From an optimization exercise on the open Yosys and OpenROAD flow, aimed at small area, a short achievable clock period and few clock cycles per item; shortcuts taken in it are not production practice. Function was checked by simulation only, so behaviour that the tests miss may differ from the original.

==> job 3419 <==
## tone_core
module tone_core (
    input  wire        clk,
    input  wire        rst,
    input  wire        in_valid,
    output wire        in_ready,
    input  wire [1:0]  op,           
    input  wire [15:0] sample,
    input  wire [31:0] now,
    output reg         out_valid,
    output reg         emit_valid,
    output wire [11:0] emit12,
    output wire [7:0]  emitq,
    output reg         cand_valid,
    output reg  [10:0] cand,
    output reg         retuned,
    output wire [10:0] freq_o,
    output wire [11:0] wave12_o
);
Settings: LEC_CHECK=0, CAP_MARGIN=20, CORE_MARGIN=2, CORE_UTILIZATION=55, SLEW_MARGIN=20, SYNTH_HIERARCHICAL=1, SYNTH_MEMORY_MAX_BITS=16384; clock period 45.0 ns.
standard.sh (not shown) runs the stock make flow with config.mk's settings and CLKGATE_MAP_FILE= SYNTH_SCRIPT=/design/flow/synth_recipe.tcl, a recipe that flattens the netlist after the stock synthesis.
==> flow/flow/run.sh <==
#!/bin/bash
# The standard layout with two changes: plain buf_1 cells as the port buffers
# that the standard flow inserts at every input and output, and clock tree
# synthesis with larger sink clusters and without dummy loads.
set -euo pipefail
bash standard.sh finish \
  "BUFFER_PORTS_ARGS=-buffer_cell sky130_fd_sc_hd__buf_1" \
  "CTS_ARGS=-sink_clustering_enable -sink_clustering_size 30 -sink_clustering_max_diameter 100 -repair_clock_nets -dont_use_dummy_load" \
  > orfs_make.log 2>&1
==> job 7622 (differences from job 3419) <==
--- a/flow/design.v
+++ b/flow/design.v
@@ -1217,36 +1217,32 @@
     wire        mid = |dt[19:10];
     reg  [1:0]  nxt;
     reg  [20:0] dt1;          
     reg         top1;         
     reg  [10:0] fb1;          
     reg  [10:0] fbm;
     reg  [10:0] chm;
-    reg         u_ph, u_acc, v_ph, psh, wph, wacc, last;
+    reg         v_acc, psh, wph, wacc;
     reg  [1:0]  nxt_n;
     always @(*) begin
-        u_ph = 1'b0; u_acc = 1'b0; v_ph = 1'b0; psh = 1'b0;
-        wph = 1'b0; wacc = 1'b0; last = 1'b1; nxt_n = 2'd0;
+        v_acc = 1'b0; psh = 1'b0;
+        wph = 1'b0; wacc = 1'b0; nxt_n = 2'd0;
         if (rdy) begin
             fbm = freq;
             chm = {1'b0, dt[9:0]};
-            u_ph = adv;
-            if (adv & (top | mid)) begin
-                wacc = 1'b1; last = 1'b0; nxt_n = top ? 2'd2 : 2'd1;
-            end else begin
-                wph = adv;
-            end
+            wph = adv;
+            if (adv & (top | mid)) nxt_n = top ? 2'd2 : 2'd1;
         end else if (nxt[1]) begin
             fbm = fb1;
             chm = dt1[20:10];
-            psh = 1'b1; wph = 1'b1; last = 1'b0; nxt_n = 2'd1;
+            psh = 1'b1; wacc = 1'b1; nxt_n = 2'd1;
         end else begin
             fbm = fb1;
             chm = {1'b0, dt1[9:0]};
-            u_acc = 1'b1; v_ph = top1; psh = 1'b1; wph = 1'b1;
+            v_acc = top1; psh = 1'b1; wph = 1'b1;
         end
     end
     wire pm_t1, pm_t2;
     ha_x u_pm_t1 (.a((fbm[0] & chm[9])), .b((fbm[1] & chm[8])), .s(pm_t1), .co(pm_t2));
     wire pm_t3, pm_t4;
     fa_x u_pm_t3 (.a((fbm[0] & chm[10])), .b((fbm[1] & chm[9])), .c((fbm[2] & chm[8])), .s(pm_t3), .co(pm_t4));
     wire pm_t5, pm_t6;
@@ -1541,15 +1537,15 @@
     wire [16:0] pm_hi = {pm_hi_s16, pm_hi_s15, pm_hi_s14, pm_hi_s13, pm_hi_s12, pm_hi_s11, pm_hi_s10, pm_hi_s9, pm_hi_s8, pm_hi_s7, pm_hi_s6, pm_hi_s5, pm_hi_s4, pm_hi_s3, pm_hi_s2, pm_hi_s1, 1'b0};
     wire [21:0] pm = {pm_hi[16], pm_hi[15], pm_hi[14], pm_hi[13], pm_hi[12], pm_hi[11], pm_hi[10], pm_hi[9], pm_hi[8], pm_hi[7], pm_hi[6], pm_hi[5], pm_hi[4], pm_hi[3], pm_hi[2], pm_hi[1], pm_lo[5], pm_lo[4], pm_lo[3], pm_lo[2], pm_lo[1], pm_lo[0]};
     reg        rst_r;
     always @(posedge clk) rst_r <= rst;
     reg        v1, ev1, cv1, ret1;
     reg [10:0] cand1;
     reg [21:0] p1;
-    reg        u_ph1, u_acc1, v_ph1, psh1, wph1, wacc1, last1;
+    reg        v_acc1, psh1, wph1, wacc1;
     always @(posedge clk) begin
         if (rst_r) begin
             last_ts <= 32'd0;
             freq    <= 11'd0;
             upd_ts  <= 32'd0;
         end else begin
             if (adv) last_ts <= n0;
@@ -1577,25 +1573,23 @@
             ret1  <= ret;
             cand1 <= map_cand;
             dt1   <= dt[30:10];
             top1  <= top;
             fb1   <= freq;
         end
         p1     <= pm;
-        u_ph1  <= u_ph;
-        u_acc1 <= u_acc;
-        v_ph1  <= v_ph;
+        v_acc1 <= v_acc;
         psh1   <= psh;
         wacc1  <= wacc;
-        last1  <= last;
     end
     reg  [22:0] acc;
     reg  [22:0] phase;
-    wire [22:0] uu  = (u_ph1 ? phase : 23'd0) | (u_acc1 ? acc : 23'd0);
-    wire [22:0] vv  = v_ph1 ? phase : 23'd0;
+    wire        last1 = rdy;
+    wire [22:0] uu  = wph1 ? phase : 23'd0;
+    wire [22:0] vv  = v_acc1 ? acc : 23'd0;
     wire [31:0] pmx = psh1 ? {p1, 10'd0} : {10'd0, p1};
     wire xs_t1, xs_t2;
     ha_x u_xs_t1 (.a(uu[10]), .b(vv[0]), .s(xs_t1), .co(xs_t2));
     wire xs_t3, xs_t4;
     fa_x u_xs_t3 (.a(uu[11]), .b(vv[1]), .c(pmx[11]), .s(xs_t3), .co(xs_t4));
     wire xs_t5, xs_t6;
     fa_x u_xs_t5 (.a(uu[12]), .b(vv[2]), .c(pmx[12]), .s(xs_t5), .co(xs_t6));
@@ -2609,31 +2603,67 @@
     wire li_s6 = li_p6 ^ li_G8;
     wire li_s7 = li_p7 ^ li_G11;
     wire [7:0] li = {li_s7, li_s6, li_s5, li_s4, li_s3, li_s2, li_s1, li_p0};
     wire [8:0]  tf;
     sine_lut u_lut (.idx(li), .val(tf));
     wire [10:0] tv_r0 = {li[7], li[6], tf[8], tf[7], tf[6], tf[5], tf[4], tf[3], tf[2], tf[1], tf[0]};
     wire [10:0] tv_r1 = {1'b0, 1'b0, li[5], li[4], li[3], li[2], li[1], li[0], 1'b0, 1'b0, 1'b0};
-    wire tv_s3, tv_c3;
-    ha_x u_tv_s3 (.a(tf[3]), .b(li[0]), .s(tv_s3), .co(tv_c3));
-    wire tv_s4, tv_c4;
-    fa_x u_tv_s4 (.a(tf[4]), .b(li[1]), .c(tv_c3), .s(tv_s4), .co(tv_c4));
-    wire tv_s5, tv_c5;
-    fa_x u_tv_s5 (.a(tf[5]), .b(li[2]), .c(tv_c4), .s(tv_s5), .co(tv_c5));
-    wire tv_s6, tv_c6;
-    fa_x u_tv_s6 (.a(tf[6]), .b(li[3]), .c(tv_c5), .s(tv_s6), .co(tv_c6));
-    wire tv_s7, tv_c7;
-    fa_x u_tv_s7 (.a(tf[7]), .b(li[4]), .c(tv_c6), .s(tv_s7), .co(tv_c7));
-    wire tv_s8, tv_c8;
-    fa_x u_tv_s8 (.a(tf[8]), .b(li[5]), .c(tv_c7), .s(tv_s8), .co(tv_c8));
-    wire tv_s9, tv_c9;
-    ha_x u_tv_s9 (.a(li[6]), .b(tv_c8), .s(tv_s9), .co(tv_c9));
-    wire tv_s10, tv_c10;
-    ha_x u_tv_s10 (.a(li[7]), .b(tv_c9), .s(tv_s10), .co(tv_c10));
-    wire [10:0] tv = {tv_s10, tv_s9, tv_s8, tv_s7, tv_s6, tv_s5, tv_s4, tv_s3, tf[2], tf[1], tf[0]};
+    wire tv_p3, tv_g3;
+    ha_x u_tv_p3 (.a(tf[3]), .b(li[0]), .s(tv_p3), .co(tv_g3));
+    wire tv_p4, tv_g4;
+    ha_x u_tv_p4 (.a(tf[4]), .b(li[1]), .s(tv_p4), .co(tv_g4));
+    wire tv_p5, tv_g5;
+    ha_x u_tv_p5 (.a(tf[5]), .b(li[2]), .s(tv_p5), .co(tv_g5));
+    wire tv_p6, tv_g6;
+    ha_x u_tv_p6 (.a(tf[6]), .b(li[3]), .s(tv_p6), .co(tv_g6));
+    wire tv_p7, tv_g7;
+    ha_x u_tv_p7 (.a(tf[7]), .b(li[4]), .s(tv_p7), .co(tv_g7));
+    wire tv_p8, tv_g8;
+    ha_x u_tv_p8 (.a(tf[8]), .b(li[5]), .s(tv_p8), .co(tv_g8));
+    wire tv_G1 = 1'b0 | (tf[1] & 1'b0);
+    wire tv_P1 = tf[1] & tf[0];
+    wire tv_G2 = tv_g3 | (tv_p3 & 1'b0);
+    wire tv_P2 = tv_p3 & tf[2];
+    wire tv_G3 = tv_g5 | (tv_p5 & tv_g4);
+    wire tv_P3 = tv_p5 & tv_p4;
+    wire tv_G4 = tv_g7 | (tv_p7 & tv_g6);
+    wire tv_P4 = tv_p7 & tv_p6;
+    wire tv_G5 = 1'b0 | (li[6] & tv_g8);
+    wire tv_P5 = li[6] & tv_p8;
+    wire tv_G6 = tv_G2 | (tv_P2 & tv_G1);
+    wire tv_P6 = tv_P2 & tv_P1;
+    wire tv_G7 = tv_G4 | (tv_P4 & tv_G3);
+    wire tv_P7 = tv_P4 & tv_P3;
+    wire tv_G8 = tv_G7 | (tv_P7 & tv_G6);
+    wire tv_P8 = tv_P7 & tv_P6;
+    wire tv_G9 = tv_G3 | (tv_P3 & tv_G6);
+    wire tv_P9 = tv_P3 & tv_P6;
+    wire tv_G10 = tv_G5 | (tv_P5 & tv_G8);
+    wire tv_P10 = tv_P5 & tv_P8;
+    wire tv_G11 = 1'b0 | (tf[2] & tv_G1);
+    wire tv_P11 = tf[2] & tv_P1;
+    wire tv_G12 = tv_g4 | (tv_p4 & tv_G6);
+    wire tv_P12 = tv_p4 & tv_P6;
+    wire tv_G13 = tv_g6 | (tv_p6 & tv_G9);
+    wire tv_P13 = tv_p6 & tv_P9;
+    wire tv_G14 = tv_g8 | (tv_p8 & tv_G8);
+    wire tv_P14 = tv_p8 & tv_P8;
+    wire tv_G15 = 1'b0 | (li[7] & tv_G10);
+    wire tv_P15 = li[7] & tv_P10;
+    wire tv_s1 = tf[1] ^ 1'b0;
+    wire tv_s2 = tf[2] ^ tv_G1;
+    wire tv_s3 = tv_p3 ^ tv_G11;
+    wire tv_s4 = tv_p4 ^ tv_G6;
+    wire tv_s5 = tv_p5 ^ tv_G12;
+    wire tv_s6 = tv_p6 ^ tv_G9;
+    wire tv_s7 = tv_p7 ^ tv_G13;
+    wire tv_s8 = tv_p8 ^ tv_G8;
+    wire tv_s9 = li[6] ^ tv_G14;
+    wire tv_s10 = li[7] ^ tv_G10;
+    wire [10:0] tv = {tv_s10, tv_s9, tv_s8, tv_s7, tv_s6, tv_s5, tv_s4, tv_s3, tv_s2, tv_s1, tf[0]};
     wire [10:0] tn = neg3 ? (~tv + 11'd1) : tv;
     wire [11:0] w  = {~neg3 | (tv == 11'd0), tn};
     reg [10:0] freq_r;
     reg [11:0] wave_r;
     always @(posedge clk) begin
         if (rst) out_valid <= 1'b0;
         else     out_valid <= v3;
==> flow/flow/run.sh (replaced) <==
#!/bin/bash
# The standard layout with two changes: plain buf_1 cells as the port buffers
# that the standard flow inserts at every input and output, and clock tree
# synthesis with larger sink clusters and without dummy loads.
set -euo pipefail
bash standard.sh finish \
  "BUFFER_PORTS_ARGS=-buffer_cell sky130_fd_sc_hd__buf_1" \
  "CTS_ARGS=-sink_clustering_enable -sink_clustering_size 25 -sink_clustering_max_diameter 100 -repair_clock_nets -dont_use_dummy_load" \
  > orfs_make.log 2>&1
- CORE_UTILIZATION: 55 -> 65
- PLACE_DENSITY: not set -> 0.72
==> flow_metrics.tcl <==
set metrics [dict create \
    place.gp.congestion 0.8966 \
    final_cells 3378 \
    setup_slack_ns 34.94 \
    status "no timing/DRC/antenna violations" \
]
Source of the figures above: job 7622

==> flow_metrics.tcl <==
set metrics [dict create \
    status "no timing/DRC/antenna violations" \
    dr_total_vias 19980 \
    setup_slack_ns 34.90 \
    final_cells 3502 \
    start_util_pct 55.35 \
    yosysTopAreaCellShare_pct 22.30 \
    place.gp.congestion 0.8893 \
    reg2reg_from "k2" \
]
Source of the figures above: job 3419

Testbench counts of job 3419, summed over its fixed seeds: cycles 24,336, items 24,000.
Testbench counts of job 7622, summed over its fixed seeds: cycles 24,336, items 24,000.

-- afterwards: timing with drivers on the ports --
The flow's constraints put no driver on any port. The routed layouts listed below were extracted and timed again, unchanged, in two steps.
Step 1 assumes that a clkbuf_16 drives the clock port and a buf_2 every other input.
Step 2 adds t to the input delays and takes it off the output delays; t is the mean of the earliest and latest rising clock arrival at the registers after step 1. Input paths then give back, and output paths get back, about the clock's delay inside the block.
a / b / c = ideal ports / drivers / drivers and shift; a / b = the first two.
| run | t, ns | setup slack, ns | latest minus earliest clock arrival (ns) | slew at the worst register clock pin (ns) | worst slew at a driven data input, ns |
|---|---|---|---|---|---|
| job 3419 | 0.575 | 34.902 / 34.842 / 34.668 | 0.107 / 0.107 | 0.11 / 0.11 | 0.04 |
| job 7622 | 0.576 | 34.939 / 34.883 / 34.622 | 0.043 / 0.043 | 0.10 / 0.10 | 0.03 |
After both steps every run listed still meets setup and hold. For job 7622, which loses most, drivers alone change the setup slack by -0.056 ns; drivers and shift together by -0.317 ns.
